This design comes from an exercise in tuning for small area, a short achievable clock period and few clock cycles per item on the open sky130 flow, not from production work.
At most, simulation tests tie the RTL to the original design; equivalence was not proved.
Function not checked in run 4: the RTL went through the layout flow alone.
Power figures rest on the tool's default switching activity, not on a simulated workload.

## config.mk

```make
export PLATFORM = sky130hd
export DESIGN_NAME = fdec
export DESIGN_NICKNAME = fdec
export VERILOG_FILES = /design/flow/design.v
export SDC_FILE = /design/flow/constraint.sdc
export NUM_CORES = 4
export LEC_CHECK = 0
export CAP_MARGIN = 20
export CORE_MARGIN = 2
export CORE_UTILIZATION = 40
export SLEW_MARGIN = 20
```

## constraint.sdc

```tcl
create_clock -name core_clock -period 10.0 [get_ports {clk}]
set_input_delay 2.0000 -clock core_clock [delete_from_list [all_inputs] [get_ports {clk}]]
set_output_delay 2.0000 -clock core_clock [all_outputs]
set_load 0.01 [all_outputs]
```

## design.v

```verilog
module fdec (
    input  wire        clk,
    input  wire        rst,         
    input  wire        rx_valid,
    input  wire [7:0]  rx_data,
    input  wire        rx_eos,
    output wire        rx_ready,
    output wire        fo_valid,
    input  wire        fo_ready,
    output wire [31:0] fo_seq,
    output wire [6:0]  fo_len,
    output wire [7:0]  fo_data,
    output wire        fo_last,
    output wire        done         
);
    localparam MAXP = 64;                
    localparam NB   = 68;                
    localparam SYNC = 8'hAA;
    localparam S_SEARCH  = 2'd0;
    localparam S_HEADER  = 2'd1;
    localparam S_PAYLOAD = 2'd2;
    localparam S_END     = 2'd3;         
    reg  [7:0]    mem [0:NB-1];
    reg           mw_v;      
    reg  [6:0]    mw_a;
    reg  [7:0]    mw_d;
    reg           m_v, s_v, done_r, rdy_r;
    reg  [7:0]    m_d, s_d;
    reg           m_aa, s_aa;
    assign rx_ready = rdy_r;                 
    assign done     = done_r;
    reg  [6:0]    rp, wp;
    reg           qpend;     
    reg           qv;
    reg  [7:0]    qd;
    reg           q_aa;
    reg  [1:0]    st;
    reg  [5:0]    wlen;      
    reg  [6:0]    prem;      
    reg           hl_r;      
    reg           pl_r;      
    reg           lbad;      
    reg           vok;       
    reg  [6:0]    la7;       
    reg           hdr_pay;   
    reg  [7:0]    r [0:15];  
    reg  [3:0]    trk;       
    reg           fnd;       
    reg  [6:0]    nslot;     
    reg           fnd_last;  
    reg  [6:0]    sslot;     
    reg           em_act;    
    reg  [2:0]    em_sqc;    
    reg  [6:0]    em_rem;    
    reg           em_zero;   
    reg  [6:0]    ra;        
    reg           ra_ok;     
    reg  [6:0]    fre;       
    reg           pend;      
    reg           fo_v, fo_l, sk_v, sk_l;
    reg  [7:0]    fo_d, sk_d;
    reg  [31:0]   o_seq;
    reg  [6:0]    o_len;
    assign fo_valid = fo_v;
    assign fo_seq   = o_seq;
    assign fo_len   = o_len;
    assign fo_data  = fo_d;
    assign fo_last  = fo_l;
    wire em_busy = em_act || fo_v || sk_v;
    wire       src_q  = qpend;
    wire       have   = src_q ? qv : m_v;
    wire [7:0] b      = qv ? qd : m_d;        
    wire       is_aa  = qv ? q_aa : m_aa;
    wire in_hdr  = (st == S_HEADER);
    wire in_pay  = (st == S_PAYLOAD);
    wire in_end  = (st == S_END);
    wire ok_end  = in_end && vok;            
    wire ld      = (ok_end || pend) && !em_busy;    
    wire end_q   = in_end && !vok && fnd;    
    wire lrej    = in_hdr && lbad;           
    wire store   = !src_q && (in_pay || (in_hdr && (fnd || (wlen[5:3] == 3'b101))));    
    wire full    = em_act && ((fre == 7'd0) || ((fre == 7'd1) && mw_v));
    wire stall   = (pend && in_hdr && (wlen == 6'd16)) || (store && full) || end_q || lrej;
    wire step    = have && !stall;
    wire wr      = step && store;
    wire [6:0] rp_inc  = (rp == NB-1) ? 7'd0 : rp + 7'd1;
    wire [6:0] rp_next = (src_q || store) ? rp_inc : rp;
    wire [6:0] ra_inc  = (ra == NB-1) ? 7'd0 : ra + 7'd1;
    wire [6:0] fre_p1  = fre + 7'd1;
    wire [6:0] fre_m1  = fre - 7'd1;
    wire [7:0] sdist   = {1'b0, sslot} - {1'b0, wp};
    wire [6:0] fre_ini = sdist[7] ? sdist[6:0] + NB : sdist[6:0];
    wire       fnd_now   = fnd || ((trk == 4'd15) && is_aa);
    wire [6:0] nslot_now = fnd ? nslot : rp_next;
    wire [3:0] trk_now   = is_aa ? trk + 4'd1 : 4'd0;
    wire [5:0] wl = (in_end && vok) ? 6'd0 : wlen;
    wire [7:0] lab = {1'b0, la7};
    wire lchk = (wlen == 6'd16) ? (b <= MAXP) :
                (wlen == 6'd20) ? (b == lab) : (b == 8'd0);
    wire rest_zero = ~|{r[1], r[2], r[3], r[4], r[5], r[6], r[7], r[8],
                        r[9], r[10], r[11], r[12], r[13], r[14], r[15]};
    wire hdr_ok    = rest_zero && (r[0] == 8'd0);
    wire pay_ok    = rest_zero && (qv ? (r[0] == qd) : (r[0] == m_d));
    wire rp_chg    = (step && (src_q || store)) || ((end_q || lrej) && fnd);
    wire [7:0] rdata   = mem[ra];
    wire       sfetch  = em_act && (em_sqc != 3'd0);
    wire       fetch   = em_act && (em_sqc == 3'd0) && !sk_v;
    wire       radv    = sfetch || (fetch && !em_zero);
    wire       b_last  = em_zero || (em_rem == 7'd1);
    wire       qfetch  = !em_act && qpend && !qv && ra_ok;
    always @(posedge clk) begin
        mw_a <= wp;
        mw_d <= b;
        if (mw_v)
            mem[mw_a] <= mw_d;
    end
    integer i;
    always @(posedge clk) begin
        if (step) begin
            if (in_hdr && wlen == 6'd16) begin
                la7     <= b[6:0];
                hdr_pay <= (b[6:0] != 7'd0);
            end
            if (in_hdr && wlen == 6'd40)
                sslot <= rp;
            if ((in_hdr && wlen >= 6'd24 && wlen < 6'd40) || in_pay) begin
                for (i = 0; i < 15; i = i + 1)
                    r[i] <= r[i+1];
                r[15] <= in_pay ? (r[0] - b) : (b - lab);
            end
            if (in_hdr || in_pay) begin
                nslot    <= nslot_now;
                fnd_last <= !fnd && fnd_now;
            end
            if (hl_r)
                prem <= la7;
            else
                prem <= prem - 7'd1;
            vok <= hl_r ? hdr_ok : pay_ok;
        end
        if (ld)
            o_len <= la7;
        if (sfetch) begin
            case (em_sqc)
                3'd4: o_seq[7:0]   <= rdata;
                3'd3: o_seq[15:8]  <= rdata;
                3'd2: o_seq[23:16] <= rdata;
                default: o_seq[31:24] <= rdata;
            endcase
        end
        if (qfetch) begin
            qd   <= rdata;
            q_aa <= (rdata == SYNC);
        end
        if (!m_v || (step && !src_q)) begin
            m_d  <= s_v ? s_d : rx_data;
            m_aa <= s_v ? s_aa : (rx_data == SYNC);
        end
        if (!s_v) begin
            s_d  <= rx_data;
            s_aa <= (rx_data == SYNC);
        end
        if (!fo_v || fo_ready) begin
            fo_d <= sk_v ? sk_d : rdata;
            fo_l <= sk_v ? sk_l : b_last;
        end
        if (!sk_v) begin
            sk_d <= rdata;
            sk_l <= b_last;
        end
    end
    always @(posedge clk) begin
        if (rst) begin
            m_v     <= 1'b0;
            s_v     <= 1'b0;
            done_r  <= 1'b0;
            rp      <= 7'd0;
            wp      <= 7'd0;
            qpend   <= 1'b0;
            qv      <= 1'b0;
            st      <= S_SEARCH;
            wlen    <= 6'd0;
            em_act  <= 1'b0;
            pend    <= 1'b0;
            fo_v    <= 1'b0;
            sk_v    <= 1'b0;
            mw_v    <= 1'b0;
            rdy_r   <= 1'b1;
        end else begin
            mw_v  <= wr;
            rdy_r <= !(s_v ? !(!m_v || (step && !src_q)) : (m_v && !(step && !src_q) && rx_valid && rx_ready && !rx_eos))
                     && !(done_r || (rx_valid && rx_ready && rx_eos));
            if (rx_valid && rx_ready && rx_eos)
                done_r <= 1'b1;
            if (!m_v || (step && !src_q)) begin
                if (s_v) begin
                    m_v <= 1'b1;
                    s_v <= 1'b0;
                end else begin
                    m_v <= rx_valid && rx_ready && !rx_eos;
                end
            end else if (rx_valid && rx_ready && !rx_eos) begin
                s_v <= 1'b1;
            end
            if (step && src_q)
                qv <= 1'b0;
            else if (qfetch)
                qv <= 1'b1;
            if (end_q || (lrej && fnd)) begin
                st    <= S_HEADER;
                wlen  <= 6'd16;
                trk   <= 4'd15;
                fnd   <= 1'b0;
                lbad  <= 1'b0;
                rp    <= nslot;
                qpend <= !fnd_last || (nslot != wp);
            end else if (lrej) begin
                st    <= S_SEARCH;
                wlen  <= {2'b00, trk};
                lbad  <= 1'b0;
            end else if (in_end && !step) begin
                st    <= S_SEARCH;
                wlen  <= wl;
                fnd   <= 1'b0;
            end
            if (step) begin
                rp   <= rp_next;
                hl_r <= in_hdr && (wlen == 6'd42);
                pl_r <= hl_r ? (la7 == 7'd1) : (in_pay && (prem == 7'd2));
                lbad <= in_hdr && (wlen[5:3] == 3'b010) && !lchk;    
                if (src_q)
                    qpend <= (rp_inc != wp);
                if (store)
                    wp <= rp_inc;
                case (st)
                    S_HEADER: begin
                        wlen <= wlen + 6'd1;
                        trk  <= trk_now;
                        fnd  <= fnd_now;
                        if (hl_r) begin
                            st   <= hdr_pay ? S_PAYLOAD : S_END;
                            wlen <= {2'b00, trk_now};
                        end
                    end
                    S_PAYLOAD: begin
                        trk  <= trk_now;
                        fnd  <= fnd_now;
                        if (pl_r) begin
                            st   <= S_END;
                            wlen <= {2'b00, trk_now};
                        end
                    end
                    default: begin       
                        fnd <= 1'b0;
                        if (is_aa) begin
                            wlen <= wl + 6'd1;
                            if (wl == 6'd15) begin
                                st  <= S_HEADER;
                                trk <= 4'd15;
                            end else begin
                                st  <= S_SEARCH;
                            end
                        end else begin
                            wlen <= 6'd0;
                            st   <= S_SEARCH;
                        end
                    end
                endcase
            end
            if (ld)
                fre <= fre_ini;
            else
                fre <= (radv && !mw_v) ? fre_p1 : (!radv && mw_v) ? fre_m1 : fre;
            if (ld)
                pend <= 1'b0;
            else if (ok_end)
                pend <= 1'b1;
            if (ld) begin
                em_act  <= 1'b1;
                em_sqc  <= 3'd4;
                em_rem  <= la7;
                em_zero <= !hdr_pay;
                ra      <= sslot;
                ra_ok   <= 1'b0;
            end else if (em_act) begin
                ra_ok <= 1'b0;
                if (radv)
                    ra <= ra_inc;
                if (sfetch)
                    em_sqc <= em_sqc - 3'd1;
                if (fetch) begin
                    if (b_last)
                        em_act <= 1'b0;
                    if (em_zero)
                        em_zero <= 1'b0;
                    else
                        em_rem <= em_rem - 7'd1;
                end
            end else begin
                ra    <= rp;
                ra_ok <= !rp_chg;
            end
            if (fetch) begin
                if (!fo_v || fo_ready)
                    fo_v <= 1'b1;
                else
                    sk_v <= 1'b1;
            end else if (sk_v) begin
                if (fo_ready)
                    sk_v <= 1'b0;
            end else if (fo_ready) begin
                fo_v <= 1'b0;
            end
        end
    end
endmodule
```

## flow/run.sh

```bash
#!/bin/bash
set -euo pipefail
bash standard.sh SETUP_SLACK_MARGIN=7 \
  "CTS_ARGS=-sink_clustering_enable -repair_clock_nets -buf_list sky130_fd_sc_hd__clkbuf_16 -sink_clustering_size 24 -sink_clustering_max_diameter 80 -dont_use_dummy_load" \
  finish > standard_flow.log 2>&1
```

## standard.sh

```bash
#!/bin/bash
# synth_recipe.tcl (not shown) runs the flow's synth.tcl, then flattens the netlist and writes it again
# the make line also repeats each setting of config.mk as NAME=value (left out here)
make -C /OpenROAD-flow-scripts/flow DESIGN_CONFIG=/design/flow/config.mk WORK_HOME=/design/flow/orfs CLKGATE_MAP_FILE= SYNTH_SCRIPT=/design/flow/synth_recipe.tcl "${@:-finish}"
```

==> impl_metrics.csv, run 1 <==
group,metric,value,unit
timing,rsz0062_at_grt,"true",
timing,finalSetupTns,0,ns
placement,numPortBuffers,63,
finish,drive_gt1_frac,0.200,
route,wirelength,81800,µm
floorplan,die_w,300,µm
clock_network,cts_sinks,876,
finish,syn2layout_area_growth,10.9,%
finish,final_cell_mix,"edfxtp_1, nor2_1, mux4_2, nand2_1",
logic_synthesis,synth_warnings,2,
critical_path,crit_arrival,1.33,ns
timing,finalCritPeriodShare,0.333,
job,drv_cap,0,
global_route,overflow,0,
logic_synthesis,syn_area,35100,µm²
logic_synthesis,synthArstFlopShare,0,
logic_synthesis,ys_seq_area_frac,0.728,
logic_synthesis,syn_nets,2100,
global_route,grt_usage,0.179,
floorplan,core,86900,µm²
clock_network,insertion_delay,0.63,ns
route,wl_per_cell,24.8,µm
placement,post-dp-hpwl,51200,µm
timing,worst_pin_slew,0.960,ns
route,firstDrtPassIters,5,
global_route,grt_pass1_wl,121000,µm
floorplan,ios,64,
timing,finalHoldViolations,0,
critical_path,critPathTopFamily,"flip-flops",
floorplan,die-area,90200,µm²
timing,clock-skew-final,0.0546,ns
logic_synthesis,synth-edff-count,803,
critical_path,cp.buffers_inverters,1,
clock_network,path_clk_slew,0.09,ns
critical_path,crit_chain,"buf_6",
global_route,grt_max_degree,69,
placement,place.gp.congestion,0.879,
power_and_ir_drop,p_total,6.67,mW
power_and_ir_drop,power.density,171,nW/µm²
floorplan,fp-row-count,108,
critical_path,critPathCaptureType,"output pin",
timing,slew_headroom,0.358,
floorplan,die_h,300,µm
power_and_ir_drop,power_leakage,12.1,nW
floorplan,initial_core_util,0.404,
finish,fillers,7428,
clock_network,cts_tree,"yes",
clock_network,cts_buffers,44,
route,viasPerCell,5.64,
finish,final_nets,2198,
critical_path,crit_type,"reg -> out",
critical_path,path_depth,1,
status,status,"finished clean",
route,drt_iter0_drc,1957,
finish,diodes,0,
route,ant_nets,0,
critical_path,crit_slowest_cell,"edfxtp_1",
logic_synthesis,ys_ff_latch,876,
hold_path,hold-path-cell-count,0,
route,vias,18600,
critical_path,crit_fanout,1,
critical_path,crit_path_max_incr_delay,0.52,ns
logic_synthesis,synth_ff_type,"edfxtp_1",
hold_path,hp-class,"reg -> reg",
route,remaining_drc_errors,0,
critical_path,rrSetupSlack,7.01,ns
timing,fmax,0.300,GHz
logic_synthesis,yosys.cell_types.count,74,
critical_path,cp-start-kind,"flop",
clock_network,hold_buffers,0,
critical_path,reg2regPathDepth,8,
timing,min_period,3.33,ns
clock_network,cts_root_buf,"clkbuf_16",
power_and_ir_drop,peakVddDrop,0.0000900,V
global_route,antenna_found_initial,1,
clock_network,clk_path_buf_depth,3,
timing,setup_viol,0,
logic_synthesis,synthCells,2040,
timing,maxSlewViolCount,0,
critical_path,worstPathRequired,8.00,ns
global_route,grt_pass1_vias,18100,
finish,final_common_cell,"edfxtp_1",
clock_network,htree_levels,2,
logic_synthesis,avgSynthCellArea,17.2,µm²
[through the flow]
stage / std cells / setup slack, ns / hold slack, ns / area (µm²) / util
floorplan: 2040 / 5.87 / 0.386 / 35200 / -
global placement: 3201 / 5.98 / 0.432 / 37100 / 0.427
detailed placement: 3201 / 5.93 / 0.436 / 37100 / 0.427
CTS: 3272 / 6.61 / 0.430 / 38600 / 0.444
global route: 3291 / 6.63 / 0.447 / 38900 / 0.448
finish: 3291 / 6.67 / 0.434 / 38900 / 0.448
[final timing paths]
check	from	endpoint
worst max-delay path	fo_d[1]$_DFFE_PP_	fo_data[1]
worst min-delay path	r[13][6]$_DFFE_PP_	r[12][6]$_DFFE_PP_
worst max register to register	flop	fo_d[1]$_DFFE_PP_
worst min register to register	r[13][6]$_DFFE_PP_	r[12][6]$_DFFE_PP_
[state kept, by name (all words and copies together), names as in the netlist, 8 cells and up, named ones only]
| register | count |
|---|---|
| fo_d | 8 |
| m_d | 8 |
| mem | 544 |
| mw_d | 8 |
| o_seq | 32 |
| qd | 8 |
| r | 128 |
| s_d | 8 |
| sk_d | 8 |
[synthesized netlist by cell type, drive strengths merged, types with 10 or more instances]
library cell,count,area (µm²)
a21oi,57,289
a221oi,10,87.6
a22oi,12,90.1
buf,46,284
clkbuf,42,158
dfxtp,73,1460
edfxtp,803,24100
ha,44,551
inv,56,210
mux2,39,439
mux2i,49,490
mux4,137,3090
nand2,104,390
nand3,41,215
nand4,17,106
nor2,149,559
nor2b,20,125
nor3,19,106
nor4,44,275
o21ai,67,335
o221ai,14,123
o22ai,13,81.3
xnor2,35,307
xor2,33,289
[worst register-to-register path, cell delays in order, from the launching register on]
cell and delay [ns]:
dfxtp_4 0.42, buf_6 0.19, clkbuf_16 0.20, mux4_2 0.50, mux2_2 0.31, o221ai_1 0.31, a221oi_2 0.13, a221o_2 0.41
mux2_2 0.29
[metal layers]
metal / vias to the layer above / global-route usage / wire length [µm]
li1: 8176 / - / -
met1: 9717 / 0.259 / 36300
met2: 557 / 0.287 / 39100
met3: 104 / 0.0259 / 4420
met4: 0 / 0.0440 / 1860
met5: - / 0 / 0
[final cells by class]
| cell class | count | area (µm²) | share of cell area |
|---|---|---|---|
| Sequential cell | 876 | 25600 | 0.658 |
| Inverter | 58 | 224 | 0.00575 |
| Multi-Input combinational cell | 1018 | 9180 | 0.236 |
| Timing Repair Buffer | 140 | 1360 | 0.0350 |
| Tap cell | 1155 | 1450 | 0.0371 |
| Clock buffer | 44 | 1100 | 0.0283 |
[cells by family (layout without fill, tap and decap cells)]
kind of cell / Yosys count / after routing / synth area share
multiplexers: 225 / 225 / 0.114
adder cells (fa/ha/maj): 47 / 47 / 0.0174
buffers and inverters: 146 / 242 / 0.0188
AO/OA/AOI/OAI: 230 / 230 / 0.0419
flip-flops: 876 / 876 / 0.728
XOR/XNOR: 68 / 68 / 0.0170
AND/OR/NAND/NOR: 448 / 448 / 0.0622
[power by group]
group	total (mW)	switching (mW)	internal, mW
Clock	1.86	1.07	0.787
Sequential	4.13	0.0421	4.09
Combinational	0.685	0.402	0.283
Total	6.67	1.51	5.16
[repair_timing]
item                       4_1_cts  5_1_grt
buffers inserted                19       17
gates cloned                     8        2
gates resized for setup        273       33
setup endpoints to repair      315       89
hold endpoints to repair         0        0
pin swaps                        2        6
Testbench counts, summed over its fixed seeds: cycles 74,668, bytes 74,262.
==> run 2: changes to the inputs <==
==> flow/run.sh (replaced) <==
#!/bin/bash
set -euo pipefail
bash standard.sh SETUP_SLACK_MARGIN=6.8 \
  "CTS_ARGS=-sink_clustering_enable -repair_clock_nets -buf_list sky130_fd_sc_hd__clkbuf_16 -sink_clustering_size 24 -sink_clustering_max_diameter 80 -dont_use_dummy_load" \
  finish > standard_flow.log 2>&1
--- a/config.mk
+++ b/config.mk
@@ -8,4 +8,4 @@
 export CAP_MARGIN = 20
 export CORE_MARGIN = 2
-export CORE_UTILIZATION = 40
+export CORE_UTILIZATION = 60
 export SLEW_MARGIN = 20
==> run 2 against run 1 <==
Highest routed layer unchanged. Combinational power down 12%. Synthesized area unchanged. Still clean on timing, DRC and antenna. Wire length down 2.8%. Global-route usage up 8.8 points. Setup slack better by 0.056 ns. Sequential cell count unchanged.
==> impl_metrics.csv, run 2 <==
group,metric,value,unit
timing,finalSetupTns,0,ns
route,remaining_drc_errors,0,
route,wl_per_cell,27.8,µm
clock_network,path_clk_slew,0.09,ns
timing,worst_pin_slew,1.06,ns
placement,dpl.cell_count,2809,
finish,utilization,0.653,
finish,top_register,"mem",
logic_synthesis,yosysTopAreaCell,"edfxtp_1",
floorplan,die-area,60500,µm²
clock_network,insertion_delay,0.61,ns
timing,fmax,0.305,GHz
timing,finalHoldViolations,0,
placement,place.gp.congestion,0.892,
logic_synthesis,synthMuxAreaShare,0.114,
timing,clock-skew-final,0.0464,ns
critical_path,critPathCaptureType,"output pin",
critical_path,crit_type,"reg -> out",
global_route,grt_max_degree,69,
critical_path,crit_path_max_incr_delay,0.49,ns
timing,rsz0062_at_grt,"true",
job,drv_cap,0,
hold_path,hold-path-cell-count,0,
logic_synthesis,yosysMostFrequentCell,"edfxtp_1",
logic_synthesis,synth_top_area_frac,0.687,
global_route,grt_pass1_wl,117000,µm
clock_network,cts_sinks,876,
logic_synthesis,avgSynthCellArea,17.2,µm²
clock_network,hold_buffers,0,
timing,finalCritPeriodShare,0.328,
critical_path,critPathTopFamily,"flip-flops",
logic_synthesis,synth_area_leaders,"edfxtp_1, mux4_2, dfxtp_1, nor2_1, ha_1",
finish,largest_register_ffs,544,
finish,final_cell_count_no_fill,2863,
floorplan,fp-row-count,88,
logic_synthesis,synth_commonest_cells,"edfxtp_1, nor2_1, mux4_2",
timing,slew_headroom,0.289,
clock_network,cts_tree,"yes",
floorplan,core,57800,µm²
logic_synthesis,synth_warnings,2,
route,viasPerCell,6.37,
power_and_ir_drop,peakVddDrop,0.000187,V
logic_synthesis,yosys.cell_types.count,74,
logic_synthesis,synth_compound_area_frac,0.0419,
route,wirelength,79500,µm
floorplan,die_w,246,µm
finish,final_cell_mix,"edfxtp_1, nor2_1, mux4_2, nand2_1, dfxtp_1",
timing,setup_viol,0,
status,status,"finished clean",
timing,maxSlewViolCount,0,
global_route,antenna_found_initial,0,
placement,numPortBuffers,63,
global_route,grt_pass1_vias,17900,
logic_synthesis,synthArstFlopShare,0,
finish,final_nets,2160,
logic_synthesis,syn_area,35100,µm²
timing,min_period,3.28,ns
clock_network,cts_buffers,44,
logic_synthesis,ys_seq_area_frac,0.728,
critical_path,crit_fanout,1,
clock_network,cts_root_buf,"clkbuf_16",
finish,diodes,0,
clock_network,clk_path_buf_depth,3,
hold_path,hp-class,"reg -> reg",
placement,post-dp-hpwl,50400,µm
critical_path,cp-start-kind,"flop",
route,drt_iter0_drc,1758,
finish,syn2layout_area_growth,7.48,%
critical_path,crit_slowest_cell,"edfxtp_1",
logic_synthesis,synth-edff-count,803,
critical_path,worstPathRequired,8.00,ns
logic_synthesis,syn_nets,2100,
power_and_ir_drop,power_leakage,11.8,nW
logic_synthesis,synth_ff_type,"edfxtp_1",
finish,final_common_cell,"edfxtp_1",
critical_path,reg2regPathDepth,7,
critical_path,crit_arrival,1.28,ns
critical_path,crit_chain,"buf_2",
logic_synthesis,synth_fa_ha_area_frac,0.0174,
logic_synthesis,synth_top_family_by_area,"multiplexers",
finish,reg.largest.list,"mem x544, r x128, o_seq x32",
global_route,overflow,0,
floorplan,ios,64,
logic_synthesis,synthCells,2040,
finish,drive_gt1_frac,0.171,
route,vias,18200,
floorplan,initial_core_util,0.607,
power_and_ir_drop,power.density,174,nW/µm²
logic_synthesis,yosys.area_share.simple,0.0622,
route,firstDrtPassIters,5,
critical_path,path_depth,1,
route,ant_nets,0,
critical_path,cp.buffers_inverters,1,
global_route,grt_usage,0.267,
logic_synthesis,synthXorXnorAreaFrac,0.0170,
logic_synthesis,ys_ff_latch,876,
floorplan,die_h,246,µm
clock_network,htree_levels,2,
-- run 2: logic make-up after synthesis --
logic type	count (synthesis)
and+or+nand+nor	448
AOI/OAI and AO/OA	230
xor gates and xnor gates	68
adders and majority gates	47
buffers and inverters	146
muxes	225
DFF	876
-- run 2: metrics by stage --
stage | hold slack [ns] | power [mW] | cell area (µm²) | setup slack (ns)
2_1_floorplan | 0.386 | 4.59 | 35200 | 5.87
3_3_place_gp | 0.432 | 4.78 | 36600 | 6.00
3_5_place_dp | 0.434 | 4.79 | 36600 | 5.97
4_1_cts | 0.456 | 6.61 | 37700 | 6.69
5_1_grt | 0.462 | 6.76 | 37700 | 6.71
6_report | 0.456 | 6.57 | 37700 | 6.72
-- run 2: layout make-up --
| cell class | instances | area, µm² |
|---|---|---|
| repair buffers | 102 | 861 |
| multi-input cells | 1018 | 8990 |
| clock buffers | 44 | 1100 |
| inverters | 58 | 224 |
| flip-flops and latches | 876 | 25600 |
| fillers | 3960 | 20100 |
| well taps | 765 | 957 |
-- run 2: timing repair --
action / 4_1_cts / 5_1_grt
resized for setup: 224 / 19
setup endpoints to repair: 197 / 108
setup buffers: 8 / 0
gates cloned: 1 / 1
hold endpoints to repair: 0 / 0
-- run 2: routing by layer --
layer,GRT usage,routed length [µm],up-vias
met5,0,0,-
met4,0.0768,2210,0
met3,0.0328,4860,105
met2,0.435,38700,595
li1,-,-,8099
met1,0.387,33700,9435
-- run 2: path summary, 6_finish.rpt --
check,startpoint,end,slack (ns)
worst min-delay path,r[2][0]$_DFFE_PP_,r[1][0]$_DFFE_PP_,0.46
worst max-delay path,o_seq[27]$_DFFE_PP_,fo_seq[27],6.72
worst min register to register,r[2][0]$_DFFE_PP_,r[1][0]$_DFFE_PP_,0.46
worst max register to register,flop,fo_d[1]$_DFFE_PP_,6.82
-- run 2: power breakdown --
group | switching, mW | internal (mW)
Combinational | 0.364 | 0.238
Sequential | 0.0441 | 4.09
Clock | 1.05 | 0.787
Total | 1.46 | 5.11
==> run 3: changes to the inputs <==
--- a/config.mk
+++ b/config.mk
@@ -8,4 +8,4 @@
 export CAP_MARGIN = 20
 export CORE_MARGIN = 2
-export CORE_UTILIZATION = 60
+export CORE_UTILIZATION = 40
 export SLEW_MARGIN = 20
==> run 3 against run 2 <==
First-iteration DRC count increased by 7.9%. Sequential share of layout area decreased by 1.0 points. Setup slack improved by 0.086 ns. Clock power increased by 2%. Non-clock buffer count increased by 6. Worst hold slack got worse by 0.053 ns. Register-to-register slack improved by 0.04 ns. Via count increased by 1.3%. Sequential power about the same. Critical path depth unchanged. Critical path type unchanged. Largest cell class unchanged. Highest routed layer is now met5.
==> impl_metrics.csv, run 3 <==
group,metric,value,unit
finish,final_nets,2167,
floorplan,initial_core_util,0.404,
route,ant_nets,0,
timing,slew_headroom,0.275,
placement,place.gp.congestion,0.900,
critical_path,crit_fanout,1,
critical_path,crit_slowest_cell,"edfxtp_1",
critical_path,crit_arrival,1.19,ns
logic_synthesis,synth_top_area_frac,0.687,
power_and_ir_drop,power.density,173,nW/µm²
critical_path,cp-start-kind,"flop",
logic_synthesis,synth_warnings,2,
route,wl_per_cell,24.7,µm
route,viasPerCell,5.67,
logic_synthesis,synthArstFlopShare,0,
power_and_ir_drop,peakVddDrop,0.000121,V
placement,numPortBuffers,63,
logic_synthesis,yosys.cell_types.count,74,
timing,hold_ws,0.403,ns
logic_synthesis,yosysMostFrequentCell,"edfxtp_1",
clock_network,clk_path_buf_depth,3,
clock_network,hold_buffers,0,
global_route,grt_max_degree,69,
global_route,grt_pass1_vias,18200,
logic_synthesis,synth_commonest_cells,"edfxtp_1, nor2_1, mux4_2",
floorplan,ios,64,
critical_path,crit_path_max_incr_delay,0.42,ns
finish,largest_register_ffs,544,
clock_network,path_clk_slew,0.09,ns
timing,clock-skew-final,0.0753,ns
floorplan,core,86900,µm²
job,drv_cap,0,
clock_network,cts_root_buf,"clkbuf_16",
timing,finalHoldViolations,0,
logic_synthesis,synth_ff_type,"edfxtp_1",
route,wirelength,80600,µm
logic_synthesis,syn_nets,2100,
placement,dpl_cell_area,37100,µm²
finish,reg.largest.list,"mem x544, r x128, o_seq x32",
timing,min_period,3.19,ns
route,firstDrtPassIters,7,
clock_network,cts_tree,"yes",
timing,fmax,0.313,GHz
logic_synthesis,synth-edff-count,803,
logic_synthesis,ys_ff_latch,876,
global_route,overflow,0,
critical_path,critPathCaptureType,"output pin",
route,vias,18500,
global_route,grt_usage,0.177,
clock_network,cts_sinks,876,
floorplan,fp-row-count,108,
critical_path,cp.buffers_inverters,1,
finish,drive_gt1_frac,0.177,
logic_synthesis,synthCells,2040,
floorplan,die-area,90200,µm²
status,status,"finished clean",
timing,setup_viol,0,
global_route,antenna_found_initial,1,
floorplan,die_h,300,µm
critical_path,worstPathRequired,8.00,ns
logic_synthesis,avgSynthCellArea,17.2,µm²
clock_network,insertion_delay,0.61,ns
floorplan,die_w,300,µm
timing,finalCritPeriodShare,0.319,
clock_network,htree_levels,2,
global_route,grt_pass1_wl,119000,µm
timing,finalSetupTns,0,ns
logic_synthesis,synth_area_leaders,"edfxtp_1, mux4_2, dfxtp_1, nor2_1, ha_1",
clock_network,cts_buffers,45,
finish,fillers,7437,
critical_path,critPathTopFamily,"flip-flops",
finish,diodes,0,
finish,top_register,"mem",
finish,syn2layout_area_growth,9.18,%
power_and_ir_drop,power_leakage,11.8,nW
placement,post-dp-hpwl,50700,µm
logic_synthesis,yosysTopAreaCell,"edfxtp_1",
critical_path,crit_type,"reg -> out",
route,remaining_drc_errors,0,
finish,stdcell_area,38300,µm²
finish,final_cell_mix,"edfxtp_1, nor2_1, mux4_2, nand2_1, a21oi_1",
hold_path,hp-class,"reg -> reg",
route,drt_iter0_drc,1897,
timing,maxSlewViolCount,0,
critical_path,crit_chain,"buf_2",
finish,final_common_cell,"edfxtp_1",
logic_synthesis,ys_seq_area_frac,0.728,
timing,worst_pin_slew,1.09,ns
timing,rsz0062_at_grt,"true",
logic_synthesis,syn_area,35100,µm²
finish,utilization,0.441,
[run 3: cell counts after synthesis]
Identical to the previous run, type by type.
[run 3: path summary, 6_finish.rpt]
check / startpoint / cells after the start / endpoint / slack (ns)
max: fo_d[5]$_DFFE_PP_ / 1 / fo_data[5] / 6.81
min: r[13][0]$_DFFE_PP_ / 0 / r[12][0]$_DFFE_PP_ / 0.40
min reg2reg: r[13][0]$_DFFE_PP_ / 0 / r[12][0]$_DFFE_PP_ / 0.40
max reg2reg: flop / 8 / fo_d[4]$_DFFE_PP_ / 6.86
[run 3: area by class of cell]
type | count | area [µm²] | share of cell area
clock buffers | 45 | 1130 | 0.0294
flip-flops and latches | 876 | 25600 | 0.668
inverters | 58 | 226 | 0.00591
multi-input cells | 1018 | 9010 | 0.235
well taps | 1155 | 1450 | 0.0377
repair buffers | 108 | 923 | 0.0241
[run 3: layer usage]
layer  vias to the layer above  global-route usage  wire length, µm
li1                       8125                   -                -
met1                      9570               0.255            35700
met2                       678               0.285            38000
met3                       103              0.0280             5310
met4                         2              0.0401             1640
met5                         -                   0               14
[run 3: stage by stage]
step / worst slack, ns / instances / total power, mW
after CTS: 6.76 / 3255 / 6.67
after detailed placement: 5.86 / 3199 / 4.81
after global placement: 5.89 / 3199 / 4.79
after global routing: 6.77 / 3260 / 6.83
final: 6.81 / 3260 / 6.62
after floorplan: 5.87 / 2040 / 4.59
[run 3: report_power, final]
part	internal [mW]	switching (mW)	total (mW)
sequential	4.09	0.0396	4.13
clock	0.804	1.07	1.88
combinational	0.238	0.378	0.616
total	5.13	1.49	6.62
[run 3: cell families after synthesis]
group	share of synthesized area
and+or+nand+nor	0.0622
buffers and inverters	0.0188
DFF	0.728
adders and majority gates	0.0174
AOI/OAI and AO/OA	0.0419
xor gates and xnor gates	0.0170
muxes	0.114
[run 3: timing repair]
action / CTS / global route
setup buffers: 9 / 5
pin swaps: 0 / 0
gates resized for setup: 240 / 14
endpoints found under the hold margin: 0 / 0
cloned: 2 / 0
setup endpoints to repair: 273 / 36
==> run 4: changes to the inputs <==
--- a/design.v
+++ b/design.v
@@ -58,11 +58,11 @@
     reg  [6:0]    fre;       
     reg           pend;      
-    reg           fo_v, fo_l, sk_v, sk_l;
-    reg  [7:0]    fo_d, sk_d;
-    reg  [31:0]   o_seq;
-    reg  [6:0]    o_len;
+    reg           fo_v, fo_l, fo_hl, sk_v, sk_l;
+    reg  [7:0]    fo_d, fo_h, sk_d;
+    reg  [31:0]   o_seq, q_seq;
+    reg  [6:0]    o_len, q_len;
     assign fo_valid = fo_v;
-    assign fo_seq   = o_seq;
-    assign fo_len   = o_len;
+    assign fo_seq   = q_seq;
+    assign fo_len   = q_len;
     assign fo_data  = fo_d;
     assign fo_last  = fo_l;
@@ -109,4 +109,7 @@
     wire       b_last  = em_zero || (em_rem == 7'd1);
     wire       qfetch  = !em_act && qpend && !qv && ra_ok;
+    wire       fo_en   = !fo_v || fo_ready;
+    wire [7:0] fo_nd   = sk_v ? sk_d : rdata;
+    wire       fo_nl   = sk_v ? sk_l : b_last;
     always @(posedge clk) begin
         mw_a <= wp;
@@ -161,8 +164,10 @@
             s_aa <= (rx_data == SYNC);
         end
-        if (!fo_v || fo_ready) begin
-            fo_d <= sk_v ? sk_d : rdata;
-            fo_l <= sk_v ? sk_l : b_last;
-        end
+        q_seq <= o_seq;
+        q_len <= o_len;
+        fo_d  <= fo_en ? fo_nd : fo_h;
+        fo_h  <= fo_en ? fo_nd : fo_d;
+        fo_l  <= fo_en ? fo_nl : fo_hl;
+        fo_hl <= fo_en ? fo_nl : fo_l;
         if (!sk_v) begin
             sk_d <= rdata;
==> run 4 against run 3 <==
Worst hold slack worse by 0.056 ns. Largest power group unchanged. Sequential cell count rose by 48. Largest cell class unchanged. Combinational power up 11%. Die area rose by 3.2%. Power rose by 5.6%. Synthesized area is 3.3% higher. Global-route usage increased by 0.15 points. Clock-buffer cell count is 2 higher. Cell count up 3.7%. Sequential share of layout area grew 0.21 points. Critical endpoint is now q_aa$_DFFE_PP_. Register-to-register slack got worse by 0.07 ns. Setup slack worse by 0.016 ns.
==> impl_metrics.csv, run 4 <==
group,metric,value,unit
floorplan,fp-row-count,110,
logic_synthesis,ys_ff_latch,924,
route,wl_per_cell,24.9,µm
logic_synthesis,synth_commonest_cells,"edfxtp_1, nor2_1, mux4_2",
clock_network,cts_tree,"yes",
timing,slew_headroom,0.222,
global_route,grt_usage,0.179,
timing,rsz0062_at_grt,"true",
finish,stdcell_area,39600,µm²
power_and_ir_drop,peakVddDrop,0.000147,V
global_route,grt_pass1_wl,125000,µm
hold_path,hp-class,"reg -> reg",
logic_synthesis,ys_seq_area_frac,0.729,
clock_network,clk_path_buf_depth,3,
floorplan,ios,64,
floorplan,core,89900,µm²
timing,setup_viol,0,
logic_synthesis,synthCells,2144,
floorplan,die_h,305,µm
logic_synthesis,yosys.cell_types.count,75,
clock_network,htree_levels,2,
finish,final_nets,2268,
critical_path,crit_chain,"clkbuf_8 > buf_12 > or2_2 > o21ai_0 > a21oi_1 > a211o_1 > nand4bb_1 > nor3_2",
logic_synthesis,synth_warnings,2,
clock_network,cts_buffers,47,
critical_path,worstPathRequired,10.49,ns
critical_path,cp.buffers_inverters,2,
global_route,antenna_found_initial,0,
logic_synthesis,synthArstFlopShare,0,
clock_network,cts_root_buf,"clkbuf_16",
route,ant_nets,0,
logic_synthesis,avgSynthCellArea,16.9,µm²
logic_synthesis,synth_area_leaders,"edfxtp_1, mux4_2, dfxtp_1, nor2_1, ha_1",
finish,drive_gt1_frac,0.180,
power_and_ir_drop,power_leakage,12.5,nW
floorplan,die-area,93100,µm²
timing,finalCritPeriodShare,0.321,
critical_path,critPathTopFamily,"compound AO/OA/AOI/OAI gates",
placement,dpl.cell_count,3320,
route,firstDrtPassIters,6,
logic_synthesis,syn_area,36300,µm²
clock_network,insertion_delay,0.64,ns
critical_path,crit_slowest_cell,"a211o_1",
status,status,"finished clean",
logic_synthesis,yosysTopAreaCell,"edfxtp_1",
finish,syn2layout_area_growth,9.09,%
critical_path,crit_arrival,3.70,ns
critical_path,cp-start-kind,"flop",
finish,top_register,"mem",
finish,utilization,0.440,
critical_path,crit_fanout,36,
critical_path,crit_path_max_incr_delay,0.51,ns
placement,pre_cts_ws,5.90,ns
logic_synthesis,synth-edff-count,794,
finish,final_common_cell,"edfxtp_1",
critical_path,critPathCaptureType,"flop",
placement,place.gp.congestion,0.869,
clock_network,path_clk_slew,0.09,ns
global_route,grt_max_degree,72,
route,drt_iter0_drc,2224,
power_and_ir_drop,p_total,6.99,mW
timing,setup_ws,6.79,ns
timing,finalHoldViolations,0,
timing,clock-skew-final,0.142,ns
route,vias,19200,
placement,post-dp-hpwl,53600,µm
floorplan,initial_core_util,0.403,
logic_synthesis,synth_top_area_frac,0.658,
power_and_ir_drop,power.density,177,nW/µm²
critical_path,crit_type,"reg -> reg",
floorplan,die_w,305,µm
route,remaining_drc_errors,0,
timing,min_period,3.21,ns
finish,final_cell_count_no_fill,3382,
route,viasPerCell,5.66,
timing,finalSetupTns,0,ns
route,wirelength,84100,µm
placement,numPortBuffers,63,
clock_network,cts_sinks,924,
logic_synthesis,yosysMostFrequentCell,"edfxtp_1",
finish,final_cell_mix,"edfxtp_1, nor2_1, mux4_2, nand2_1, dfxtp_1",
logic_synthesis,synth_ff_type,"edfxtp_1",
timing,hold_ws,0.347,ns
logic_synthesis,syn_nets,2204,
timing,fmax,0.312,GHz
finish,largest_register_ffs,544,
global_route,overflow,0,
timing,worst_pin_slew,1.16,ns
finish,reg.largest.list,"mem x544, r x128",
finish,diodes,0,
job,drv_cap,0,
timing,maxSlewViolCount,0,
placement,dpl_cell_area,38200,µm²
global_route,grt_pass1_vias,19200,
run 4: changes by cell type in the layout (fill, tap and decap cells not counted), moves of 7 or more:
cell / change
a21o_1: +17
dfxtp_2: +22
dfxtp_1: +35
inv_1: +9
nor2_1: +8
mux2i_1: -8
o22a_1: +7
edfxtp_1: -9
o21a_1: +7
a21oi_1: +24
run 4: timing repair:
item | 4_1_cts | 5_1_grt
hold buffers | 0 | 0
resized for setup | 247 | 29
setup endpoints to repair | 305 | 124
pin swaps | 0 | 0
cloned | 3 | 0
buffers inserted | 11 | 1
run 4: layout make-up:
cell class                      count  area (µm²)
Tap cell                         1176        1470
Clock buffer                       47        1180
Fill cell                        7735       50300
Multi-Input combinational cell   1064        9270
Sequential cell                   924       26500
Timing Repair Buffer              105         880
Inverter                           66         255
run 4: path summary, 6_finish.rpt:
check,start,to,slack [ns],cells past startpoint
min reg2reg,o_seq[16]$_DFFE_PP_,q_seq[16]$_DFF_P_,0.35,0
min,o_seq[16]$_DFFE_PP_,q_seq[16]$_DFF_P_,0.35,0
max reg2reg,flop,q_aa$_DFFE_PP_,6.79,8
max,flop,q_aa$_DFFE_PP_,6.79,8
run 4: logic make-up after synthesis:
| group | after synthesis | synth area share |
|---|---|---|
| AND/OR/NAND/NOR | 447 | 0.0594 |
| buffers and inverters | 157 | 0.0200 |
| XOR/XNOR | 67 | 0.0162 |
| AO/OA/AOI/OAI | 287 | 0.0503 |
| flip-flops | 924 | 0.729 |
| adder cells (fa/ha/maj) | 47 | 0.0168 |
| multiplexers | 215 | 0.108 |
run 4: where the power goes:
group / switching, mW / total (mW) / internal [mW] / leakage [nW]
Sequential: 0.0505 / 4.33 / 4.28 / 8.25
Clock: 1.13 / 1.97 / 0.838 / 0.579
Combinational: 0.420 / 0.683 / 0.263 / 3.69
run 4: metal layers:
layer,GRT usage,vias to the layer above,part of all wire,routed length [µm]
met5,0,-,0,0
met4,0.0475,0,0.026,2190
met3,0.0248,118,0.056,4740
met2,0.297,619,0.49,40800
met1,0.248,9977,0.43,36400
li1,-,8438,-,-
==> run 5: changes to the inputs <==
--- a/design.v
+++ b/design.v
@@ -58,11 +58,11 @@
     reg  [6:0]    fre;       
     reg           pend;      
-    reg           fo_v, fo_l, fo_hl, sk_v, sk_l;
-    reg  [7:0]    fo_d, fo_h, sk_d;
-    reg  [31:0]   o_seq, q_seq;
-    reg  [6:0]    o_len, q_len;
+    reg           fo_v, fo_l, sk_v, sk_l;
+    reg  [7:0]    fo_d, sk_d;
+    reg  [31:0]   o_seq;
+    reg  [6:0]    o_len;
     assign fo_valid = fo_v;
-    assign fo_seq   = q_seq;
-    assign fo_len   = q_len;
+    assign fo_seq   = o_seq;
+    assign fo_len   = o_len;
     assign fo_data  = fo_d;
     assign fo_last  = fo_l;
@@ -109,7 +109,4 @@
     wire       b_last  = em_zero || (em_rem == 7'd1);
     wire       qfetch  = !em_act && qpend && !qv && ra_ok;
-    wire       fo_en   = !fo_v || fo_ready;
-    wire [7:0] fo_nd   = sk_v ? sk_d : rdata;
-    wire       fo_nl   = sk_v ? sk_l : b_last;
     always @(posedge clk) begin
         mw_a <= wp;
@@ -164,10 +161,8 @@
             s_aa <= (rx_data == SYNC);
         end
-        q_seq <= o_seq;
-        q_len <= o_len;
-        fo_d  <= fo_en ? fo_nd : fo_h;
-        fo_h  <= fo_en ? fo_nd : fo_d;
-        fo_l  <= fo_en ? fo_nl : fo_hl;
-        fo_hl <= fo_en ? fo_nl : fo_l;
+        if (!fo_v || fo_ready) begin
+            fo_d <= sk_v ? sk_d : rdata;
+            fo_l <= sk_v ? sk_l : b_last;
+        end
         if (!sk_v) begin
             sk_d <= rdata;
@@ -176,4 +171,54 @@
     end
     always @(posedge clk) begin
+        if (end_q || (lrej && fnd)) begin
+            trk  <= 4'd15;
+            fnd  <= 1'b0;
+            lbad <= 1'b0;
+        end else if (lrej) begin
+            lbad <= 1'b0;
+        end else if (in_end && !step) begin
+            fnd  <= 1'b0;
+        end
+        if (step) begin
+            hl_r <= in_hdr && (wlen == 6'd42);
+            pl_r <= hl_r ? (la7 == 7'd1) : (in_pay && (prem == 7'd2));
+            lbad <= in_hdr && (wlen[5:3] == 3'b010) && !lchk;    
+            if (in_hdr || in_pay) begin
+                trk <= trk_now;
+                fnd <= fnd_now;
+            end else begin
+                fnd <= 1'b0;
+                if (is_aa && wl == 6'd15)
+                    trk <= 4'd15;
+            end
+        end
+        if (ld)
+            fre <= fre_ini;
+        else
+            fre <= (radv && !mw_v) ? fre_p1 : (!radv && mw_v) ? fre_m1 : fre;
+        if (ld) begin
+            em_sqc  <= 3'd4;
+            em_rem  <= la7;
+            em_zero <= !hdr_pay;
+            ra      <= sslot;
+            ra_ok   <= 1'b0;
+        end else if (em_act) begin
+            ra_ok <= 1'b0;
+            if (radv)
+                ra <= ra_inc;
+            if (sfetch)
+                em_sqc <= em_sqc - 3'd1;
+            if (fetch) begin
+                if (em_zero)
+                    em_zero <= 1'b0;
+                else
+                    em_rem <= em_rem - 7'd1;
+            end
+        end else begin
+            ra    <= rp;
+            ra_ok <= !rp_chg;
+        end
+    end
+    always @(posedge clk) begin
         if (rst) begin
             m_v     <= 1'b0;
@@ -215,7 +260,4 @@
                 st    <= S_HEADER;
                 wlen  <= 6'd16;
-                trk   <= 4'd15;
-                fnd   <= 1'b0;
-                lbad  <= 1'b0;
                 rp    <= nslot;
                 qpend <= !fnd_last || (nslot != wp);
@@ -223,15 +265,10 @@
                 st    <= S_SEARCH;
                 wlen  <= {2'b00, trk};
-                lbad  <= 1'b0;
             end else if (in_end && !step) begin
                 st    <= S_SEARCH;
                 wlen  <= wl;
-                fnd   <= 1'b0;
             end
             if (step) begin
                 rp   <= rp_next;
-                hl_r <= in_hdr && (wlen == 6'd42);
-                pl_r <= hl_r ? (la7 == 7'd1) : (in_pay && (prem == 7'd2));
-                lbad <= in_hdr && (wlen[5:3] == 3'b010) && !lchk;    
                 if (src_q)
                     qpend <= (rp_inc != wp);
@@ -241,6 +278,4 @@
                     S_HEADER: begin
                         wlen <= wlen + 6'd1;
-                        trk  <= trk_now;
-                        fnd  <= fnd_now;
                         if (hl_r) begin
                             st   <= hdr_pay ? S_PAYLOAD : S_END;
@@ -249,6 +284,4 @@
                     end
                     S_PAYLOAD: begin
-                        trk  <= trk_now;
-                        fnd  <= fnd_now;
                         if (pl_r) begin
                             st   <= S_END;
@@ -257,10 +290,8 @@
                     end
                     default: begin       
-                        fnd <= 1'b0;
                         if (is_aa) begin
                             wlen <= wl + 6'd1;
                             if (wl == 6'd15) begin
                                 st  <= S_HEADER;
-                                trk <= 4'd15;
                             end else begin
                                 st  <= S_SEARCH;
@@ -274,36 +305,11 @@
             end
             if (ld)
-                fre <= fre_ini;
-            else
-                fre <= (radv && !mw_v) ? fre_p1 : (!radv && mw_v) ? fre_m1 : fre;
-            if (ld)
                 pend <= 1'b0;
             else if (ok_end)
                 pend <= 1'b1;
-            if (ld) begin
-                em_act  <= 1'b1;
-                em_sqc  <= 3'd4;
-                em_rem  <= la7;
-                em_zero <= !hdr_pay;
-                ra      <= sslot;
-                ra_ok   <= 1'b0;
-            end else if (em_act) begin
-                ra_ok <= 1'b0;
-                if (radv)
-                    ra <= ra_inc;
-                if (sfetch)
-                    em_sqc <= em_sqc - 3'd1;
-                if (fetch) begin
-                    if (b_last)
-                        em_act <= 1'b0;
-                    if (em_zero)
-                        em_zero <= 1'b0;
-                    else
-                        em_rem <= em_rem - 7'd1;
-                end
-            end else begin
-                ra    <= rp;
-                ra_ok <= !rp_chg;
-            end
+            if (ld)
+                em_act <= 1'b1;
+            else if (fetch && b_last)
+                em_act <= 1'b0;
             if (fetch) begin
                 if (!fo_v || fo_ready)
==> run 5 against run 4 <==
Power decreased by 3.0%. Via count shrank 4.3%. Wire length fell by 6.7%. Sequential power is 3% lower. Critical endpoint is now fo_seq[11]. Highest routed layer unchanged.
==> impl_metrics.csv, run 5 <==
group,metric,value,unit
power_and_ir_drop,power_leakage,11.7,nW
timing,maxSlewViolCount,0,
critical_path,crit_slowest_cell,"edfxtp_1",
clock_network,htree_levels,2,
route,wl_per_cell,24.1,µm
route,drt_iter0_drc,1781,
critical_path,critPathTopFamily,"flip-flops",
logic_synthesis,yosysTopAreaCell,"edfxtp_1",
timing,setup_ws,6.81,ns
hold_path,hp-class,"reg -> reg",
logic_synthesis,synth_warnings,2,
global_route,grt_usage,0.174,
placement,dpl_cell_area,36900,µm²
floorplan,die_w,300,µm
floorplan,ios,64,
finish,final_nets,2156,
timing,worst_pin_slew,1.09,ns
route,wl_met2,36800,µm
logic_synthesis,ys_seq_area_frac,0.728,
global_route,grt_pass1_wl,118000,µm
route,ant_nets,0,
power_and_ir_drop,peakVddDrop,0.0000935,V
critical_path,worstPathRequired,8.00,ns
finish,final_common_cell,"edfxtp_1",
placement,dpl.cell_count,3197,
finish,syn2layout_area_growth,8.54,%
floorplan,initial_core_util,0.404,
floorplan,die-area,90000,µm²
placement,post-dp-hpwl,50300,µm
job,drv_cap,0,
global_route,grt_max_degree,87,
route,remaining_drc_errors,0,
logic_synthesis,synth_area_leaders,"edfxtp_1, mux4_2, dfxtp_1, ha_1, nor2_1",
timing,clock-skew-final,0.0518,ns
route,vias,18300,
finish,utilization,0.438,
clock_network,path_clk_slew,0.10,ns
route,routed.top_layer,"met4",
critical_path,critPathCaptureType,"output pin",
finish,reg.largest.list,"mem x544, r x128, o_seq x32",
placement,numPortBuffers,63,
timing,finalCritPeriodShare,0.319,
logic_synthesis,synth_commonest_cells,"edfxtp_1, nor2_1, mux4_2",
route,wirelength,78500,µm
finish,top_register,"mem",
logic_synthesis,synth-edff-count,795,
logic_synthesis,syn_area,35000,µm²
timing,rsz0062_at_grt,"true",
timing,finalHoldViolations,0,
logic_synthesis,synthCells,2034,
timing,slew_headroom,0.273,
logic_synthesis,yosysMostFrequentCell,"edfxtp_1",
placement,place.gp.congestion,0.907,
critical_path,crit_path_max_incr_delay,0.42,ns
route,m1WireLength,34900,µm
timing,setup_viol,0,
logic_synthesis,syn_nets,2094,
global_route,overflow,0,
logic_synthesis,yosys.cell_types.count,78,
clock_network,cts_tree,"yes",
route,firstDrtPassIters,6,
critical_path,crit_arrival,1.19,ns
clock_network,clk_path_buf_depth,3,
logic_synthesis,ys_ff_latch,876,
timing,min_period,3.19,ns
clock_network,cts_buffers,43,
timing,finalSetupTns,0,ns
finish,final_cell_mix,"edfxtp_1, nor2_1, mux4_2, nand2_1, dfxtp_1",
clock_network,cts_sinks,876,
finish,largest_register_ffs,544,
finish,final_cell_count_no_fill,3250,
finish,stdcell_area,38000,µm²
critical_path,cp.buffers_inverters,1,
floorplan,core,86800,µm²
global_route,antenna_found_initial,1,
placement,pre_cts_ws,6.09,ns
logic_synthesis,synth_top_area_frac,0.682,
critical_path,crit_chain,"buf_2",
logic_synthesis,synth_ff_type,"edfxtp_1",
logic_synthesis,synthArstFlopShare,0,
timing,fmax,0.313,GHz
floorplan,fp-row-count,108,
critical_path,cp-start-kind,"flop",
power_and_ir_drop,power.density,178,nW/µm²
critical_path,crit_fanout,1,
route,viasPerCell,5.64,
route,wl_met3,5000,µm
floorplan,die_h,300,µm
logic_synthesis,avgSynthCellArea,17.2,µm²
status,status,"finished clean",
clock_network,cts_root_buf,"clkbuf_16",
critical_path,crit_type,"reg -> out",
finish,drive_gt1_frac,0.166,
clock_network,hold_buffers,0,
global_route,grt_pass1_vias,18000,
clock_network,insertion_delay,0.61,ns
run 5: metal layers:
layer	vias to the layer above	global-route usage
li1	8086	-
met1	9518	0.252
met2	630	0.278
met3	98	0.0280
met4	0	0.0386
met5	-	0
run 5: power breakdown:
part	internal [mW]	switching [mW]
Sequential	4.12	0.0675
Clock	0.771	1.05
Combinational	0.302	0.469
run 5: path summary, 6_finish.rpt:
path                                          start                 to  slack [ns]  cells after the start
worst max register to register                 flop  fo_d[0]$_DFFE_PP_        6.88                      7
worst min register to register    r[7][3]$_DFFE_PP_  r[6][3]$_DFFE_PP_        0.43                      0
worst max-delay path            o_seq[11]$_DFFE_PP_         fo_seq[11]        6.81                      1
worst min-delay path              r[7][3]$_DFFE_PP_  r[6][3]$_DFFE_PP_        0.43                      0
run 5: per-stage QoR:
stage               total power [mW]  hold slack [ns]
floorplan                       4.75            0.375
global placement                5.00            0.431
detailed placement              5.02            0.435
CTS                             6.83            0.438
global route                    7.00            0.454
finish                          6.78            0.434
run 5: final cells by class:
| type | count | area (µm²) |
|---|---|---|
| sequential | 876 | 25500 |
| fill | 7535 | 48700 |
| inverter | 57 | 220 |
| multi-input combinational | 1018 | 8930 |
| timing repair buffer | 100 | 821 |
| tap | 1155 | 1450 |
| clock buffer | 43 | 1080 |
| antenna | 1 | 2.50 |
run 5: kinds of logic (layout without fill, tap and decap cells):
logic type / after synthesis / in the layout / synth area share
AOI/OAI and AO/OA: 231 / 231 / 0.0428
muxes: 227 / 227 / 0.115
other: 0 / 1 / 0
xor gates and xnor gates: 66 / 66 / 0.0165
and+or+nand+nor: 445 / 447 / 0.0609
DFF: 876 / 876 / 0.728
adders and majority gates: 47 / 47 / 0.0174
buffers and inverters: 142 / 200 / 0.0192
run 5: what timing repair did:
item | 4_1_cts | 5_1_grt
setup buffers | 4 | 0
endpoints found under the hold margin | 0 | 0
cloned | 3 | 1
pin swaps | 1 | 1
resized for setup | 225 | 16
setup endpoints to repair | 222 | 130
Testbench counts of run 5, summed over its fixed seeds: cycles 74,668, bytes 74,262.
==> run 6: changes to the inputs <==
==> flow/run.sh (replaced) <==
#!/bin/bash
set -euo pipefail
bash standard.sh SETUP_SLACK_MARGIN=7.3 \
  "BUFFER_PORTS_ARGS=-buffer_cell sky130_fd_sc_hd__buf_2" \
  "CTS_ARGS=-sink_clustering_enable -repair_clock_nets -buf_list sky130_fd_sc_hd__clkbuf_16 -sink_clustering_size 24 -sink_clustering_max_diameter 80 -dont_use_dummy_load" \
  finish > standard_flow.log 2>&1
==> run 6 against run 5 <==
Non-clock buffer count rose by 73. Setup slack improved by 0.031 ns. Die area did not move. Synthesized cell count did not move. Combinational power rose by 27%. Via count rose by 2.2%.
==> impl_metrics.csv, run 6 <==
group,metric,value,unit
logic_synthesis,synth_top_area_frac,0.682,
critical_path,path_depth,1,
logic_synthesis,avgSynthCellArea,17.2,µm²
timing,worst_pin_slew,1.12,ns
route,drt_iter0_drc,2159,
placement,dpl.cell_count,3199,
hold_path,hp-class,"reg -> reg",
finish,drive_gt1_frac,0.248,
floorplan,die_h,300,µm
global_route,antenna_found_initial,0,
logic_synthesis,synth_ff_type,"edfxtp_1",
logic_synthesis,syn_nets,2094,
critical_path,crit_slowest_cell,"edfxtp_1",
power_and_ir_drop,power_leakage,12.4,nW
logic_synthesis,synth-edff-count,795,
floorplan,die-area,90000,µm²
placement,place.gp.congestion,0.852,
logic_synthesis,yosysMostFrequentCell,"edfxtp_1",
timing,finalHoldViolations,0,
critical_path,rrSetupSlack,7.03,ns
critical_path,worstPathRequired,8.00,ns
logic_synthesis,syn_area,35000,µm²
status,status,"finished clean",
clock_network,cts_buffers,43,
clock_network,cts_tree,"yes",
logic_synthesis,synth_warnings,2,
route,ant_nets,0,
floorplan,initial_core_util,0.404,
logic_synthesis,ys_ff_latch,876,
critical_path,crit_fanout,1,
timing,hold_ws,0.441,ns
critical_path,reg2regPathDepth,11,
finish,final_nets,2227,
critical_path,cp-start-kind,"flop",
placement,post-dp-hpwl,51700,µm
critical_path,crit_type,"reg -> out",
route,remaining_drc_errors,0,
logic_synthesis,yosys.cell_types.count,78,
logic_synthesis,synth_area_leaders,"edfxtp_1, mux4_2, dfxtp_1, ha_1, nor2_1",
timing,slew_headroom,0.252,
clock_network,path_clk_slew,0.10,ns
power_and_ir_drop,internal-power,5.33,mW
finish,utilization,0.457,
finish,stdcell_area,39700,µm²
floorplan,ios,64,
clock_network,insertion_delay,0.62,ns
route,wl_per_cell,25.0,µm
power_and_ir_drop,pwr-share-clk,0.262,
finish,final_cell_mix,"edfxtp_1, mux4_2, nor2_1, nand2_1",
timing,maxSlewViolCount,0,
placement,pre_cts_ws,5.55,ns
route,wirelength,83000,µm
finish,final_cell_count_no_fill,3320,
global_route,grt_pass1_wl,124000,µm
timing,fmax,0.317,GHz
power_and_ir_drop,swShare,0.238,
finish,syn2layout_area_growth,13.3,%
global_route,grt_pass1_vias,18700,
clock_network,clk_path_buf_depth,3,
clock_network,cts_root_buf,"clkbuf_16",
critical_path,critPathTopFamily,"flip-flops",
floorplan,fp-row-count,108,
timing,rsz0062_at_grt,"true",
global_route,overflow,0,
power_and_ir_drop,comb_power_share,0.140,
job,drv_cap,0,
global_route,grt_usage,0.184,
floorplan,die_w,300,µm
finish,multiInputGateArea,9560,µm²
route,firstDrtPassIters,6,
floorplan,core,86800,µm²
critical_path,crit_start,"fo_l$_DFFE_PP_",
power_and_ir_drop,p_total,6.99,mW
power_and_ir_drop,peakVddDrop,0.000133,V
finish,fillers,7369,
finish,top_register,"mem",
critical_path,crit_path_max_incr_delay,0.43,ns
timing,finalCritPeriodShare,0.316,
logic_synthesis,synthArstFlopShare,0,
placement,numPortBuffers,63,
placement,dpl_cell_area,36600,µm²
finish,largest_register_ffs,544,
route,viasPerCell,5.64,
finish,reg.largest.list,"mem x544, r x128, o_seq x32",
timing,setup_ws,6.84,ns
global_route,grt_max_degree,69,
clock_network,htree_levels,2,
route,vias,18700,
logic_synthesis,ys_seq_area_frac,0.728,
timing,min_period,3.16,ns
critical_path,cp-endpoint,"fo_last",
power_and_ir_drop,power.density,176,nW/µm²
finish,final_common_cell,"edfxtp_1",
clock_network,cts_sinks,876,
timing,setup_viol,0,
critical_path,crit_arrival,1.16,ns
critical_path,critPathCaptureType,"output pin",
power_and_ir_drop,seqPwrFrac,0.598,
critical_path,crit_chain,"buf_6",
power_and_ir_drop,switching_power,1.67,mW
critical_path,cp.buffers_inverters,1,
logic_synthesis,synthCells,2034,
finish,diodes,0,
timing,finalSetupTns,0,ns
logic_synthesis,synth_commonest_cells,"edfxtp_1, nor2_1, mux4_2",
timing,clock-skew-final,0.0742,ns
finish,final-seq-area,25500,µm²
logic_synthesis,yosysTopAreaCell,"edfxtp_1",
critical_path,r2r-end,"fo_d[0]$_DFFE_PP_",
run 6: cell counts after synthesis:
Identical to the previous run, type by type.
run 6: power groups by stage:
stage / sequential [mW] / clock [mW] / combinational [mW]
floorplan: 4.28 / 0 / 0.476
global placement: 4.28 / 0 / 0.698
detailed placement: 4.28 / 0 / 0.714
CTS: 4.18 / 1.88 / 0.935
global route: 4.19 / 2.00 / 1.04
finish: 4.19 / 1.83 / 0.979
run 6: cell type report:
type | instances | area share
Multi-Input combinational cell | 1016 | 0.241
Sequential cell | 876 | 0.644
Clock buffer | 43 | 0.0271
Timing Repair Buffer | 173 | 0.0459
Tap cell | 1155 | 0.0364
Inverter | 57 | 0.00621
run 6: how the worst min path moves through the flow:
stage | startpoint | endpoint | slack (ns) | cells past startpoint
after floorplan | wp[6]$_SDFFE_PP0P_ | mw_a[6]$_DFF_P_ | 0.37 | 0
after global placement | r[7][6]$_DFFE_PP_ | r[6][6]$_DFFE_PP_ | 0.43 | 0
after detailed placement | r[7][6]$_DFFE_PP_ | r[6][6]$_DFFE_PP_ | 0.43 | 0
after CTS | wp[0]$_SDFFE_PP0P_ | mw_a[0]$_DFF_P_ | 0.44 | 0
after global routing | wp[0]$_SDFFE_PP0P_ | mw_a[0]$_DFF_P_ | 0.45 | 0
final | wp[0]$_SDFFE_PP0P_ | mw_a[0]$_DFF_P_ | 0.44 | 0
run 6: cells by family after synthesis:
family | after synthesis | share of synthesized area
flip-flops | 876 | 0.728
AND/OR/NAND/NOR | 445 | 0.0609
AO/OA/AOI/OAI | 231 | 0.0428
multiplexers | 227 | 0.115
buffers and inverters | 142 | 0.0192
XOR/XNOR | 66 | 0.0165
adder cells (fa/ha/maj) | 47 | 0.0174
run 6: per-layer routing:
layer / wire length, µm / vias to the layer above / track usage
met5: 0 / - / 0
met4: 1570 / 0 / 0.0387
met3: 4740 / 85 / 0.0240
met2: 39400 / 642 / 0.292
met1: 37300 / 9779 / 0.273
li1: - / 8230 / -
run 6: repair_timing:
item / in CTS / in global routing
resized for setup: 181 / 74
setup buffers: 50 / 16
hold endpoints to repair: 0 / 0
cloned: 11 / 1
endpoints found under the setup margin: 325 / 280
hold buffers: 0 / 0
pin swaps: 28 / 19
run 6: worst reg2reg max path, delay by kind of cell, from the launching register on:
family	cells	cell delay, ns
and+or+nand+nor	1	0.08
DFF	1	0.44
AOI/OAI and AO/OA	3	0.64
muxes	3	0.95
buffers and inverters	4	0.56
==> run 7: changes to the inputs <==
==> flow/run.sh (replaced) <==
#!/bin/bash
set -euo pipefail
bash standard.sh SETUP_SLACK_MARGIN=6.9 \
  "BUFFER_PORTS_ARGS=-buffer_cell sky130_fd_sc_hd__buf_2" \
  "CTS_ARGS=-sink_clustering_enable -repair_clock_nets -buf_list sky130_fd_sc_hd__clkbuf_16 -sink_clustering_size 24 -sink_clustering_max_diameter 80 -dont_use_dummy_load" \
  finish > standard_flow.log 2>&1
==> run 7 against run 6 <==
Core utilization is 1.7 points lower. Setup slack got worse by 0.00094 ns. Synthesized area stayed put. Via count shrank 1.7%. Non-clock buffer count fell by 54. Critical endpoint is now fo_data[5].
==> impl_metrics.csv, run 7 <==
group,metric,value,unit
logic_synthesis,synthXorXnorAreaFrac,0.0165,
logic_synthesis,synth_commonest_cells,"edfxtp_1, nor2_1, mux4_2",
finish,final_nets,2173,
logic_synthesis,avgSynthCellArea,17.2,µm²
logic_synthesis,synth_ff_type,"edfxtp_1",
critical_path,critPathTopFamily,"flip-flops",
finish,top_register,"mem",
timing,slew_headroom,0.326,
timing,min_period,3.16,ns
global_route,grt_max_degree,70,
logic_synthesis,synthArstFlopShare,0,
clock_network,cts_sinks,876,
logic_synthesis,yosysMostFrequentCell,"edfxtp_1",
timing,worst_pin_slew,1.00,ns
route,wirelength,79800,µm
clock_network,htree_levels,2,
logic_synthesis,synth_warnings,2,
route,wl_per_cell,24.4,µm
placement,numPortBuffers,63,
floorplan,fp-row-count,108,
logic_synthesis,synthCells,2034,
logic_synthesis,ys_ff_latch,876,
logic_synthesis,syn_nets,2094,
global_route,grt_pass1_vias,18400,
logic_synthesis,synthMuxAreaShare,0.115,
logic_synthesis,synth_area_leaders,"edfxtp_1, mux4_2, dfxtp_1, ha_1, nor2_1",
finish,syn2layout_area_growth,9.13,%
finish,final_cell_mix,"edfxtp_1, nor2_1, mux4_2, nand2_1, dfxtp_1",
hold_path,min_to,"r[3][5]$_DFFE_PP_",
clock_network,cts_buffers,43,
logic_synthesis,yosys.cell_types.count,78,
finish,fillers,7560,
clock_network,cts_tree,"yes",
global_route,grt_pass1_wl,119000,µm
logic_synthesis,yosys.area_share.simple,0.0609,
power_and_ir_drop,peakVddDrop,0.000136,V
placement,place.gp.congestion,0.892,
route,viasPerCell,5.64,
timing,hold_ws,0.452,ns
floorplan,initial_core_util,0.404,
critical_path,cp-start-kind,"flop",
placement,post-dp-hpwl,50900,µm
clock_network,path_clk_slew,0.09,ns
critical_path,rrSetupSlack,6.93,ns
timing,finalCritPeriodShare,0.316,
finish,largest_register_ffs,544,
floorplan,core,86800,µm²
logic_synthesis,synth_fa_ha_area_frac,0.0174,
global_route,grt_usage,0.176,
logic_synthesis,synth_top_family_by_area,"multiplexers",
finish,reg.largest.list,"mem x544, r x128, o_seq x32",
clock_network,clk_path_buf_depth,3,
job,drv_cap,0,
logic_synthesis,synth_top_area_frac,0.682,
status,status,"finished clean",
global_route,overflow,0,
hold_path,hp-class,"reg -> reg",
timing,rsz0062_at_grt,"true",
timing,setup_viol,0,
hold_path,holdCritStartpoint,"r[4][5]$_DFFE_PP_",
critical_path,r2r-end,"r[15][6]$_DFFE_PP_",
timing,clock-skew-final,0.0401,ns
finish,diodes,0,
route,vias,18400,
logic_synthesis,yosysTopAreaCell,"edfxtp_1",
timing,finalHoldViolations,0,
finish,final_common_cell,"edfxtp_1",
route,remaining_drc_errors,0,
critical_path,reg2regPathDepth,8,
logic_synthesis,synth_compound_area_frac,0.0428,
clock_network,insertion_delay,0.61,ns
floorplan,die_w,300,µm
floorplan,die-area,90000,µm²
logic_synthesis,synth-edff-count,795,
critical_path,crit_chain,"buf_2",
critical_path,crit_type,"reg -> out",
power_and_ir_drop,p_total,6.82,mW
route,firstDrtPassIters,6,
critical_path,cp.buffers_inverters,1,
logic_synthesis,syn_area,35000,µm²
logic_synthesis,ys_seq_area_frac,0.728,
power_and_ir_drop,power_leakage,11.9,nW
global_route,antenna_found_initial,1,
hold_path,hold-path-cell-count,0,
critical_path,crit_slowest_cell,"edfxtp_1",
critical_path,crit_fanout,1,
floorplan,ios,64,
power_and_ir_drop,power.density,178,nW/µm²
route,drt_iter0_drc,1715,
timing,fmax,0.316,GHz
critical_path,crit_path_max_incr_delay,0.41,ns
clock_network,cts_root_buf,"clkbuf_16",
critical_path,reg2reg_from,"qv$_SDFFE_PP0P_",
timing,maxSlewViolCount,0,
floorplan,die_h,300,µm
critical_path,crit_start,"fo_d[5]$_DFFE_PP_",
critical_path,worstPathRequired,8.00,ns
critical_path,critPathCaptureType,"output pin",
critical_path,crit_arrival,1.16,ns
finish,drive_gt1_frac,0.181,
route,ant_nets,0,
timing,finalSetupTns,0,ns
-- run 7: cell counts after synthesis --
Identical to the previous run, type by type.
-- run 7: per-stage QoR --
step | std cells | cell area, µm² | util | worst slack, ns
finish | 3266 | 38200 | 0.441 | 6.84
detailed placement | 3200 | 36600 | 0.422 | 5.89
CTS | 3256 | 38000 | 0.438 | 6.80
global route | 3266 | 38200 | 0.441 | 6.78
floorplan | 2034 | 35100 | - | 6.05
global placement | 3200 | 36600 | 0.422 | 5.90
-- run 7: final cells by class --
class	instances	area, µm²	share of cell area
multi-input combinational	1016	8950	0.234
tap	1155	1450	0.0378
clock buffer	43	1080	0.0281
inverter	57	219	0.00573
timing repair buffer	119	1010	0.0265
sequential	876	25500	0.668
-- run 7: logic make-up (layout without fill, tap and decap cells) --
| group | after synthesis | after routing |
|---|---|---|
| xor gates and xnor gates | 66 | 66 |
| DFF | 876 | 876 |
| adders and majority gates | 47 | 47 |
| muxes | 227 | 227 |
| and+or+nand+nor | 445 | 445 |
| buffers and inverters | 142 | 219 |
| AOI/OAI and AO/OA | 231 | 231 |
-- run 7: power by group --
part | leakage, nW | internal, mW | total (mW) | switching [mW]
Combinational | 3.47 | 0.321 | 0.798 | 0.477
Sequential | 7.87 | 4.12 | 4.18 | 0.0628
Clock | 0.530 | 0.771 | 1.84 | 1.07
-- run 7: layer usage --
metal,track usage,vias up,share of wire
met1,0.250,9611,0.44
met5,0,-,0
li1,-,8108,-
met4,0.0379,0,0.021
met3,0.0264,99,0.059
met2,0.287,602,0.48
-- run 7: worst max-delay path by stage --
stage | endpoint | cells past startpoint
finish | fo_data[5] | 1
global route | fo_data[5] | 1
CTS | fo_len[0] | 1
detailed placement | fo_d[0]$_DFFE_PP_ | 8
global placement | fo_d[0]$_DFFE_PP_ | 8
floorplan | r[0][0]$_DFFE_PP_ | 11
-- run 7: what timing repair did --
| item | CTS | global route |
|---|---|---|
| buffers inserted | 12 | 8 |
| endpoints found under the setup margin | 195 | 147 |
| endpoints found under the hold margin | 0 | 0 |
| gates cloned | 1 | 2 |
| gates resized for setup | 31 | 27 |
| hold buffers | 0 | 0 |
